Background: an optimization exercise with open tools, aiming at small area. Do not read the settings as production practice. The RTL was checked by simulation tests, not by an equivalence proof against the original design. Power figures rest on the tool's default switching activity, not on a simulated workload.

==> v18 <==
Design ecb, start of the top module:
module ecb (
    input  wire        clk,
    input  wire        rst,         
    input  wire        in_valid,
    input  wire [7:0]  in_data,
    input  wire        in_last,
    output wire        in_ready,
    output reg         done,
    output reg  [3:0]  status,
    output reg  [63:0] rdata
);
    localparam [3:0] O_NOP = 4'd0, O_RD = 4'd1, O_BLD = 4'd2, O_BLDT = 4'd3,
                     O_VER = 4'd4, O_STA = 4'd5, O_INIT = 4'd6, O_SMP = 4'd7,
                     O_SETTH = 4'd8, O_CLS = 4'd9, O_ILL = 4'd15;
    reg  [3:0]   ph;           
    reg          clr;          
    reg  [4:0]   k;            
    reg  [3:0]   op;
    reg  [7:0]   b1;           
    reg          pend, run;
    reg  [2:0]   cnt;
    reg  [11:0]  acc;
    reg          cy;
    reg          cmp_dec, cmp_lt, wrx;    
    reg          veq, bad_opc, nanf, mnz;
    reg  [7:0]   fault_r;
    reg          vok;
    reg  [3:0]   vsum_hi;
    reg          built;
    reg          avail;
    reg  [1:0]   reason, mode;
    reg          tanom;
    reg          base_valid, delta_valid, wrap_rx, wrap_tx, th_valid;
    reg  [1:0]   vstate;
    reg          vs_upd;
    reg  [127:0] bs;    
    reg  [127:0] dl;    
    reg  [127:0] fa;    
    reg  [31:0]  th;    
    reg  [63:0]  sg;    
    wire [7:0] bs_m  = bs[127:120];
    wire [7:0] dl_m  = dl[127:120];
    wire [7:0] fa_m  = fa[127:120];
    wire [7:0] fa_j1 = fa[15:8];
    wire [7:0] th_m  = th[31:24];
    wire [7:0] sg_m  = sg[63:56];
    wire [7:0] rr_m  = rdata[7:0];
    wire [7:0] rr_c1 = rdata[55:48];
    wire [3:0] pm2        = ph - 4'd2;
    wire [7:0] stage_main = ph[3]  ? sg_m      : rr_m;       
    wire [7:0] stage_j1   = pm2[3] ? sg[15:8]  : rr_c1;      
    function [3:0] opdec;
        input [7:0] b;
        case (b)
            8'h00: opdec = O_NOP;
            8'h01: opdec = O_RD;
            8'h10: opdec = O_BLD;
            8'h11: opdec = O_BLDT;
            8'h12: opdec = O_VER;
            8'h13: opdec = O_STA;
            8'h20: opdec = O_INIT;
            8'h21: opdec = O_SMP;
            8'h30: opdec = O_SETTH;
            8'h31: opdec = O_CLS;
            default: opdec = O_ILL;
        endcase
  ...
==> flow/config.mk <==
export PLATFORM = sky130hd
export DESIGN_NAME = ecb
export DESIGN_NICKNAME = ecb
export VERILOG_FILES = /design/flow/design.v
export SDC_FILE = /design/flow/constraint.sdc
export NUM_CORES = 4
export LEC_CHECK = 0
export CAP_MARGIN = 20
export CORE_MARGIN = 2
export CORE_UTILIZATION = 40
export SLEW_MARGIN = 20
==> flow/constraint.sdc <==
create_clock -name core_clock -period 10.0 [get_ports {clk}]
set_input_delay 2.0000 -clock core_clock [delete_from_list [all_inputs] [get_ports {clk}]]
set_output_delay 2.0000 -clock core_clock [all_outputs]
set_load 0.01 [all_outputs]
run.sh (not shown) runs the stock make flow with config.mk's settings and CLKGATE_MAP_FILE= SYNTH_SCRIPT=/design/flow/synth_recipe.tcl, a recipe that flattens the netlist after the stock synthesis.
==> v25: changes against v18 <==
- ABC_AREA: not set -> 1
- CTS_BUF_LIST: not set -> sky130_fd_sc_hd__clkbuf_4
==> comparison <==
v25 finished with timing, DRC and antenna clean. v18 finished with timing, DRC and antenna clean. Combinational power: v18 is smaller than v25 (57%). In v18 the critical path depth is lower than in v25, by 13. In v25 the sequential power is higher than in v18, by about 6%. Between v25 and v18, the lower power is in v18 (gap about 5%, measured against v18). In v18 the non-clock buffer count is higher than in v25, by 9. Between v25 and v18, the lower register-to-register slack is in v25 (gap 380 ps). Utilization: v18 is higher than v25 (0.31 points). Between v25 and v18, the lower clock power is in v25 (gap 12%, measured against v18). Against v18, the global-route usage of v25 is higher by 0.89 points.
==> figures <==
Status: v25 complete, no violations; v18 complete, no violations
Largest net degree at the start of global routing: v25 32; v18 41
Via count of the first global-routing pass: v25 15300; v18 13740
Post-synthesis mux area share: v25 0.3681%; v18 3.388%
Sequential cell area fraction in the yosys report: v25 62.38%; v18 61.99%
Design area: v25 24200 sq um; v18 24410 sq um
Clock Pin Slew Worst Setup and Hold Paths: v25 70 ps; v18 60 ps
Global-route track usage on met2: v25 34.02%; v18 33.28%
Multi-input gate share of the layout cell area: v25 27.94%; v18 29.89%
DRT met1 WL: v25 25.74 mm; v18 26.18 mm
Start-to-end type of the worst setup path: v25 flip-flop to flip-flop; v18 flip-flop to primary output
Detailed-placement wirelength estimate: v25 44.47 mm; v18 42.66 mm
Die Footprint: v25 53670 sq um; v18 54000 sq um
Routed length on met3: v25 4.656 mm; v18 3.928 mm
Total routing resource utilization after global routing: v25 22.33%; v18 21.45%
Bufs w/o clock: v25 94; v18 103
Final Net Count: v25 2385; v18 2028
Final area over synthesized area: v25 1.1672x; v18 1.1700x
Peak fanout along the critical path: v25 22; v18 18
First-pass GRT wire length: v25 89.22 mm; v18 86.71 mm

* * *

==> job 7588 <==
Another version of the RTL of ecb (not shown whole).
Design ecb, start of the top module:
module ecb (
    input  wire        clk,
    input  wire        rst,         
    input  wire        in_valid,
    input  wire [7:0]  in_data,
    input  wire        in_last,
    output wire        in_ready,
    output reg         done,
    output reg  [3:0]  status,
    output reg  [63:0] rdata
);
==> flow/config.mk <==
export PLATFORM = sky130hd
export DESIGN_NAME = ecb
export DESIGN_NICKNAME = ecb
export VERILOG_FILES = /design/flow/design.v
export SDC_FILE = /design/flow/constraint.sdc
export NUM_CORES = 4
export LEC_CHECK = 0
export ABC_AREA = 1
export CAP_MARGIN = 20
export CORE_MARGIN = 2
export CORE_UTILIZATION = 40
export SLEW_MARGIN = 20
==> flow/constraint.sdc <==
create_clock -name core_clock -period 10.0 [get_ports {clk}]
set_input_delay 2.0000 -clock core_clock [delete_from_list [all_inputs] [get_ports {clk}]]
set_output_delay 2.0000 -clock core_clock [all_outputs]
set_load 0.01 [all_outputs]
standard.sh (not shown) runs the stock make flow with config.mk's settings and CLKGATE_MAP_FILE= SYNTH_SCRIPT=/design/flow/synth_recipe.tcl, a recipe that flattens the netlist after the stock synthesis.
==> flow/flow/run.sh <==
#!/bin/bash
# The standard ORFS layout (the standard.sh) with these changes:
#  - every input and output port is still buffered, with the smallest buffer cell;
#  - clock tree synthesis uses small buffers, fixed sink clustering and no dummy loads.
set -euo pipefail
export BUFFER_PORTS_ARGS="-buffer_cell sky130_fd_sc_hd__buf_1"
export CTS_ARGS="-sink_clustering_enable -repair_clock_nets -buf_list sky130_fd_sc_hd__clkbuf_4 -sink_clustering_size 11 -sink_clustering_max_diameter 40 -dont_use_dummy_load"
bash standard.sh > standard_flow.log 2>&1
==> job 6286: changes against job 7588 <==
--- a/flow/design.v
+++ b/flow/design.v
@@ -33,51 +33,15 @@
     wire [7:0] fa_m  = fa[127:120];
     wire [7:0] fa_j1 = fa[15:8];
     wire [7:0] th_m  = th[31:24];
     wire [7:0] sg_m  = sg[63:56];
     wire [7:0] rr_m  = rdata[7:0];
-    wire [7:0] stage_main = rr_m;           
-    wire [7:0] stage_j1   = sg[15:8];       
-    function [8:0] add8;                 
-        input [7:0] a, b;
-        input       c;
-        integer i;
-        reg cc;
-        begin
-            cc = c;
-            for (i = 0; i < 8; i = i + 1) begin
-                add8[i] = a[i] ^ b[i] ^ cc;
-                cc = (a[i] & b[i]) | (cc & (a[i] ^ b[i]));
-            end
-            add8[8] = cc;
-        end
-    endfunction
-    function [4:0] inc5;                 
-        input [4:0] a;
-        input       c;
-        integer i;
-        reg cc;
-        begin
-            cc = c;
-            for (i = 0; i < 5; i = i + 1) begin
-                inc5[i] = a[i] ^ cc;
-                cc = a[i] & cc;
-            end
-        end
-    endfunction
-    function [3:0] sub4;                 
-        input [3:0] a, b;
-        integer i;
-        reg cc;
-        begin
-            cc = 1'b1;
-            for (i = 0; i < 4; i = i + 1) begin
-                sub4[i] = a[i] ^ ~b[i] ^ cc;
-                cc = (a[i] & ~b[i]) | (cc & (a[i] ^ ~b[i]));
-            end
-        end
-    endfunction
+    wire [7:0] rr_c1 = rdata[55:48];
+    wire [7:0] rr_c5 = rdata[23:16];    
+    wire       pm2_hi     = (ph[3] && ph[2:1] != 2'b00) || (ph[3:1] == 3'b000);    
+    wire [7:0] stage_main = ph[3]  ? sg_m      : rr_m;       
+    wire [7:0] stage_j1   = pm2_hi ? sg[15:8]  : rr_c1;      
     function [3:0] opdec;
         input [7:0] b;
         case (b)
             8'h00: opdec = O_NOP;
             8'h01: opdec = O_RD;
@@ -118,23 +82,21 @@
             O_SMP:          cpos = 4'd9;
             default:        cpos = 4'd3;
         endcase
     endfunction
     wire       stg  = (k != 5'd0) && (op[3:2] != 2'b00);
-    wire       bld_t56 = (op == O_BLDT) && (k == 5'd5 || k == 5'd6);
-    wire       bld_k36 = (op == O_BLD || op == O_BLDT) && (k == 5'd3 || k == 5'd4 || k == 5'd5 || k == 5'd6);
-    wire [3:0] tpos = sub4(cpos(op), k[3:0]) ^ {bld_t56, bld_t56, bld_k36, 1'b0};
+    wire [3:0] tpos = cpos(op) - k[3:0];
     assign in_ready = !pend && !run && (!stg || ph == tpos);
     wire accept = in_valid && in_ready;
     reg  [7:0] rsrc;      
     reg  [1:0] rring;     
     reg        rfromr;    
     reg  [3:0] rq;
     reg  [3:0] rn;
     reg        rok;
     wire [8:0] sum;
-    wire [3:0] cnt = sub4(ph, rq);    
+    wire [3:0] cnt = ph - rq;    
     wire       rwin = (rn == 4'd8) ? !cnt[3] :
                       (rn == 4'd3) ? (cnt[3:2] == 2'b00 && cnt[1:0] != 2'b11) :
                       (rn == 4'd2) ? (cnt[3:1] == 3'b000) : (cnt == 4'd0);
     wire       built  = (fa_m[2:0] != 3'd0);                 
     wire [7:0] csum_b = (cnt == 4'd6) ? ((b1 == 8'h29) ? {4'd0, acc[11:8]} : acc[7:0]) :
@@ -155,14 +117,14 @@
             8'h13: begin rfromr = (cnt == 4'd0); rsrc = {4'd0, fa_m[3:0]}; rq = 4'd6; rn = 4'd2; end
             8'h20: begin rsrc = built ? 8'hA0 : 8'h00; rq = 4'd4; end
             8'h21: begin rsrc = {7'd0, built}; rq = 4'd4; end
             8'h22, 8'h23: ;
             8'h24: begin rsrc = {5'd0, fa_m[2:0]}; rq = 4'd4; end
-            8'h25: begin rfromr = 1'b1; rq = 4'd1; end
-            8'h26: begin rfromr = 1'b1; rq = 4'd0; end
-            8'h27: begin rfromr = 1'b1; rq = 4'd3; end
-            8'h28: begin rfromr = 1'b1; rq = 4'd2; end
+            8'h25: begin rfromr = 1'b1; rq = 4'd3; end
+            8'h26: begin rfromr = 1'b1; rq = 4'd2; end
+            8'h27: begin rfromr = 1'b1; rq = 4'd1; end
+            8'h28: begin rfromr = 1'b1; rq = 4'd0; end
             8'h29: begin rsrc = (cnt == 4'd6) ? csum_b : 8'd0; rn = 4'd8; end
             8'h2A: begin rsrc = (cnt == 4'd6) ? csum_b : 8'd0; rn = 4'd8; end
             8'h30: begin rsrc = {7'd0, fa_m[3]};   rq = 4'd4; end
             8'h31: begin rsrc = {6'd0, fa_m[5:4]}; rq = 4'd4; end
             8'h32: begin rsrc = {6'd0, fa_m[7:6]}; rq = 4'd4; end
@@ -216,12 +178,11 @@
     end
     wire ok   = (fcode == 4'd0);
     wire rdgo = (op == O_RD) && ok;
     wire xe   = run && ok && (op != O_RD);      
     wire [3:0] qs  = rdgo ? rq : (op == O_CLS) ? 4'd8 : 4'd0;    
-    wire [4:0] ph1x = inc5({1'b0, ph}, 1'b1);
-    wire [3:0] ph1 = ph1x[3:0];
+    wire [3:0] ph1 = ph + 4'd1;
     wire       rlate6 = (b1 == 8'h11) || (b1 == 8'h29) || (b1 == 8'h2A);
     wire       fin = rdgo ? (cnt == ((b1 == 8'h3B) ? 4'd9 : rlate6 ? 4'd13 : 4'd7)) : (ph1 == qs);
     wire rd_toff  = (b1[7:1] == 7'h1D);                
     wire rd_delta = (b1[7:1] == 7'h21) || (b1 == 8'h44);   
     wire rd_wrap  = b1[0] ? wrap_rx : wrap_tx;            
@@ -243,14 +204,14 @@
             end else if (rd_delta) begin
                 bb = {8{rd_wrap}}; ci = (ph[2:0] != 3'd0) && cy;
             end
         end else begin
             case (op)
-                O_BLDT: begin                  
-                    aa = (ph[3:1] == 3'b001) ? 8'd0 : stage_main;
-                    bb = (ph[3:2] == 2'b00) ? stage_j1 : 8'd0;
-                    ci = (ph == 4'd1) ? cy : 1'b0;
+                O_BLDT: begin
+                    aa = (ph[3:1] == 3'b000) ? rr_c5 : stage_main;
+                    bb = (ph[3:1] == 3'b001) ? stage_j1 : 8'd0;
+                    ci = (ph == 4'd3) ? cy : 1'b0;
                 end
                 O_SMP: begin                   
                     bb = ~bs_m;
                     ci = (ph[2:0] == 3'd0) ? 1'b1 : cy;
                 end
@@ -259,21 +220,19 @@
                 end
                 default: ;
             endcase
         end
     end
-    assign sum = add8(aa, bb, ci);
+    assign sum = {1'b0, aa} + {1'b0, bb} + {8'd0, ci};
     wire [11:0] acc_base = run ? ((ph == 4'd0) ? 12'h0A1 : acc)
                                : ((k == 5'd2) ? 12'd0 : acc);    
     wire [7:0]  acc_add  = run ? sum[7:0] : in_data;
-    wire [8:0]  acc_lo   = add8(acc_base[7:0], acc_add, 1'b0);
-    wire [4:0]  acc_hi   = inc5({1'b0, acc_base[11:8]}, acc_lo[8]);
-    wire [11:0] acc_nx   = {acc_hi[3:0], acc_lo[7:0]};
+    wire [11:0] acc_nx   = acc_base + {4'd0, acc_add};
     wire vok_c = (b1 == 8'd11) && (acc != 12'd0) && veq;
     wire okst  = vok_c && cmp_dec;
     wire [7:0]  u2  = rr_m;               
-    wire [7:0]  u3  = sg[7:0];            
+    wire [7:0]  u3  = rdata[63:56];       
     wire [7:0]  u4  = sg[15:8];           
     wire [10:0] ue  = {u2[6:0], u3[7:4]};
     wire        u_nan   = (ue == 11'h7FF) && mnz;
     wire        u_zero  = (ue == 11'd0) && !mnz;
     wire        u_neg   = u2[7] && !u_zero;
@@ -350,13 +309,13 @@
     end
     wire [7:0] th_wd = th_fw ? (th_m | fbit) : stage_main;
     wire [7:0] th_in = th_we ? th_wd : (clr ? 8'd0 : th_m);
     wire       swr   = accept && stg;
     wire       k2to10 = (k[4:3] == 2'b00 && k[2:1] != 2'b00) || (k[4:2] == 3'b010 && k[1:0] != 2'b11);
-    wire [7:0] sg_in = swr ? in_data : rr_m;
+    wire [7:0] sg_in = (swr && tpos[3]) ? in_data : sg_m;
     wire [7:0] rd_in = (run && rdgo && rwin && !clr) ? (rfromr ? sum[7:0] : rsrc) : 8'd0;
-    wire [7:0] rr_in = (run && rdgo) ? rd_in : sg_m;
+    wire [7:0] rr_in = (run && rdgo) ? rd_in : (swr && !tpos[3]) ? in_data : rr_m;
     always @(posedge clk) begin
         bs    <= {bs[119:0], bs_in};
         dl    <= {dl[119:0], dl_in};
         fa    <= {fa[119:0], fa_in};
         th    <= {th[23:0], th_in};
@@ -383,11 +342,11 @@
             done <= 1'b0;
             if (ph == 4'd15)
                 clr <= 1'b0;
             if (accept) begin
                 if (k != 5'd31)
-                    k <= inc5(k, 1'b1);
+                    k <= k + 5'd1;
                 if (k == 5'd0) begin
                     op   <= opdec(in_data);
                     nanf <= 1'b0;
                 end
                 if (k == 5'd1)
==> flow/flow/run.sh (replaced) <==
#!/bin/bash
# The standard ORFS layout (the standard.sh) with these changes:
#  - every input and output port is still buffered, with the smallest buffer cell;
#  - clock tree synthesis uses fixed sink clustering and no dummy loads;
#  - after global routing, cells on paths with slack are downsized (power recovery).
set -euo pipefail
export BUFFER_PORTS_ARGS="-buffer_cell sky130_fd_sc_hd__buf_1"
export CTS_ARGS="-sink_clustering_enable -repair_clock_nets -buf_list sky130_fd_sc_hd__clkbuf_8 -sink_clustering_size 18 -sink_clustering_max_diameter 50 -dont_use_dummy_load"
export RECOVER_POWER=100
bash standard.sh > standard_flow.log 2>&1
==> job 472: changes against job 7588 <==
--- a/flow/design.v
+++ b/flow/design.v
@@ -33,12 +33,15 @@
     wire [7:0] fa_m  = fa[127:120];
     wire [7:0] fa_j1 = fa[15:8];
     wire [7:0] th_m  = th[31:24];
     wire [7:0] sg_m  = sg[63:56];
     wire [7:0] rr_m  = rdata[7:0];
-    wire [7:0] stage_main = rr_m;           
-    wire [7:0] stage_j1   = sg[15:8];       
+    wire [7:0] rr_c1 = rdata[55:48];
+    wire [7:0] rr_c5 = rdata[23:16];    
+    wire       pm2_hi     = (ph[3] && ph[2:1] != 2'b00) || (ph[3:1] == 3'b000);    
+    wire [7:0] stage_main = ph[3]  ? sg_m      : rr_m;       
+    wire [7:0] stage_j1   = pm2_hi ? sg[15:8]  : rr_c1;      
     function [8:0] add8;                 
         input [7:0] a, b;
         input       c;
         integer i;
         reg cc;
@@ -118,13 +121,11 @@
             O_SMP:          cpos = 4'd9;
             default:        cpos = 4'd3;
         endcase
     endfunction
     wire       stg  = (k != 5'd0) && (op[3:2] != 2'b00);
-    wire       bld_t56 = (op == O_BLDT) && (k == 5'd5 || k == 5'd6);
-    wire       bld_k36 = (op == O_BLD || op == O_BLDT) && (k == 5'd3 || k == 5'd4 || k == 5'd5 || k == 5'd6);
-    wire [3:0] tpos = sub4(cpos(op), k[3:0]) ^ {bld_t56, bld_t56, bld_k36, 1'b0};
+    wire [3:0] tpos = sub4(cpos(op), k[3:0]);
     assign in_ready = !pend && !run && (!stg || ph == tpos);
     wire accept = in_valid && in_ready;
     reg  [7:0] rsrc;      
     reg  [1:0] rring;     
     reg        rfromr;    
@@ -155,14 +156,14 @@
             8'h13: begin rfromr = (cnt == 4'd0); rsrc = {4'd0, fa_m[3:0]}; rq = 4'd6; rn = 4'd2; end
             8'h20: begin rsrc = built ? 8'hA0 : 8'h00; rq = 4'd4; end
             8'h21: begin rsrc = {7'd0, built}; rq = 4'd4; end
             8'h22, 8'h23: ;
             8'h24: begin rsrc = {5'd0, fa_m[2:0]}; rq = 4'd4; end
-            8'h25: begin rfromr = 1'b1; rq = 4'd1; end
-            8'h26: begin rfromr = 1'b1; rq = 4'd0; end
-            8'h27: begin rfromr = 1'b1; rq = 4'd3; end
-            8'h28: begin rfromr = 1'b1; rq = 4'd2; end
+            8'h25: begin rfromr = 1'b1; rq = 4'd3; end
+            8'h26: begin rfromr = 1'b1; rq = 4'd2; end
+            8'h27: begin rfromr = 1'b1; rq = 4'd1; end
+            8'h28: begin rfromr = 1'b1; rq = 4'd0; end
             8'h29: begin rsrc = (cnt == 4'd6) ? csum_b : 8'd0; rn = 4'd8; end
             8'h2A: begin rsrc = (cnt == 4'd6) ? csum_b : 8'd0; rn = 4'd8; end
             8'h30: begin rsrc = {7'd0, fa_m[3]};   rq = 4'd4; end
             8'h31: begin rsrc = {6'd0, fa_m[5:4]}; rq = 4'd4; end
             8'h32: begin rsrc = {6'd0, fa_m[7:6]}; rq = 4'd4; end
@@ -243,14 +244,14 @@
             end else if (rd_delta) begin
                 bb = {8{rd_wrap}}; ci = (ph[2:0] != 3'd0) && cy;
             end
         end else begin
             case (op)
-                O_BLDT: begin                  
-                    aa = (ph[3:1] == 3'b001) ? 8'd0 : stage_main;
-                    bb = (ph[3:2] == 2'b00) ? stage_j1 : 8'd0;
-                    ci = (ph == 4'd1) ? cy : 1'b0;
+                O_BLDT: begin
+                    aa = (ph[3:1] == 3'b000) ? rr_c5 : stage_main;
+                    bb = (ph[3:1] == 3'b001) ? stage_j1 : 8'd0;
+                    ci = (ph == 4'd3) ? cy : 1'b0;
                 end
                 O_SMP: begin                   
                     bb = ~bs_m;
                     ci = (ph[2:0] == 3'd0) ? 1'b1 : cy;
                 end
@@ -269,11 +270,11 @@
     wire [4:0]  acc_hi   = inc5({1'b0, acc_base[11:8]}, acc_lo[8]);
     wire [11:0] acc_nx   = {acc_hi[3:0], acc_lo[7:0]};
     wire vok_c = (b1 == 8'd11) && (acc != 12'd0) && veq;
     wire okst  = vok_c && cmp_dec;
     wire [7:0]  u2  = rr_m;               
-    wire [7:0]  u3  = sg[7:0];            
+    wire [7:0]  u3  = rdata[63:56];       
     wire [7:0]  u4  = sg[15:8];           
     wire [10:0] ue  = {u2[6:0], u3[7:4]};
     wire        u_nan   = (ue == 11'h7FF) && mnz;
     wire        u_zero  = (ue == 11'd0) && !mnz;
     wire        u_neg   = u2[7] && !u_zero;
@@ -350,13 +351,13 @@
     end
     wire [7:0] th_wd = th_fw ? (th_m | fbit) : stage_main;
     wire [7:0] th_in = th_we ? th_wd : (clr ? 8'd0 : th_m);
     wire       swr   = accept && stg;
     wire       k2to10 = (k[4:3] == 2'b00 && k[2:1] != 2'b00) || (k[4:2] == 3'b010 && k[1:0] != 2'b11);
-    wire [7:0] sg_in = swr ? in_data : rr_m;
+    wire [7:0] sg_in = (swr && tpos[3]) ? in_data : sg_m;
     wire [7:0] rd_in = (run && rdgo && rwin && !clr) ? (rfromr ? sum[7:0] : rsrc) : 8'd0;
-    wire [7:0] rr_in = (run && rdgo) ? rd_in : sg_m;
+    wire [7:0] rr_in = (run && rdgo) ? rd_in : (swr && !tpos[3]) ? in_data : rr_m;
     always @(posedge clk) begin
         bs    <= {bs[119:0], bs_in};
         dl    <= {dl[119:0], dl_in};
         fa    <= {fa[119:0], fa_in};
         th    <= {th[23:0], th_in};
==> comparison table <==
| metric | job 7588 | job 472 | job 6286 |
|---|---|---|---|
| Result of the run | timing/DRC/antenna clean | timing/DRC/antenna clean | finished with violations |
| Layout check failures | - | - | capacitance limit, slew limit |
| Final routed wirelength across all metal layers | 54.1 mm | 56.5 mm | 58.2 mm |
| Max-capacitance violation count | 0 | 0 | 1 |
| Setup slack on the worst flop-to-flop path | 1.47 ns | 1.75 ns | 3.40 ns |
| Cell Count Post-Placement | 2,451 | 2,558 | 2,616 |
| Multi-input logic portion of the cell area | 0.272 | 0.280 | 0.278 |
| Gpl congestion | 0.994 | 0.977 | 0.962 |
| Router iterations before antenna repair | 5 | 6 | 6 |
| Power after layout | 4.76 mW | 4.97 mW | 4.78 mW |
| Total area of multi-input combinational cells | 5530 µm² | 5790 µm² | 5780 µm² |
| Number of well taps | 607 | 615 | 615 |
| Seq area share | 0.610 | 0.598 | 0.594 |
| Adder-cell share of the synthesized area | 0.0342 | 0.0343 | 0.0273 |
| Launch instance of the worst min-delay path | fa[63]$_DFF_P_ | dl[81]$_DFF_P_ | fa[111]$_DFF_P_ |
| Post-Synthesis Net Count | 1,844 | 1,941 | 1,998 |
| Clk tree area frac | 0.0270 | 0.0276 | 0.0324 |
| Post-synthesis share of cell area spent on and, or, nand and nor gates | 0.137 | 0.144 | 0.142 |
| DP Area | 19,800 µm² | 20,100 µm² | 20,200 µm² |

==> separate check: timing with driven ports <==
The flow's constraints put no driver on any port. The routed layouts listed below were extracted and timed again, unchanged, in two steps. Step 1, drivers: a clkbuf_16 drives clk and a buf_2 each remaining input, both assumed. Step 2 moves the port delays by t, midway between the first and last clock arrival at a register: inputs arrive t later, outputs are due t later. That takes back most of the time a late clock gives input paths. a / b / c = ideal ports / drivers / drivers and shift; a / b = the first two.
| run | shift t [ns] | setup slack, ns | worst setup path after step 2 | worst register clock-pin slew, ns | worst slew at a driven data input, ns |
|---|---|---|---|---|---|
| v18 | 0.660 | 3.273 / 3.216 / 3.100 | input to register | 0.07 / 0.07 | 0.05 |
| v25 | 0.971 | 3.435 / 3.435 / 3.000 | input to register | 0.08 / 0.08 | 0.04 |
| job 7588 | 0.816 | 1.466 / 1.466 / 1.466 | register to register | 0.11 / 0.11 | 0.03 |
| job 6286 | 0.669 | 3.396 / 3.396 / 3.396 | register to register | 0.10 / 0.10 | 0.03 |
| job 472 | 0.834 | 1.747 / 1.747 / 1.747 | register to register | 0.11 / 0.11 | 0.03 |
For v25, which loses most, drivers alone change the setup slack by 0.000 ns; drivers and shift together by -0.435 ns.
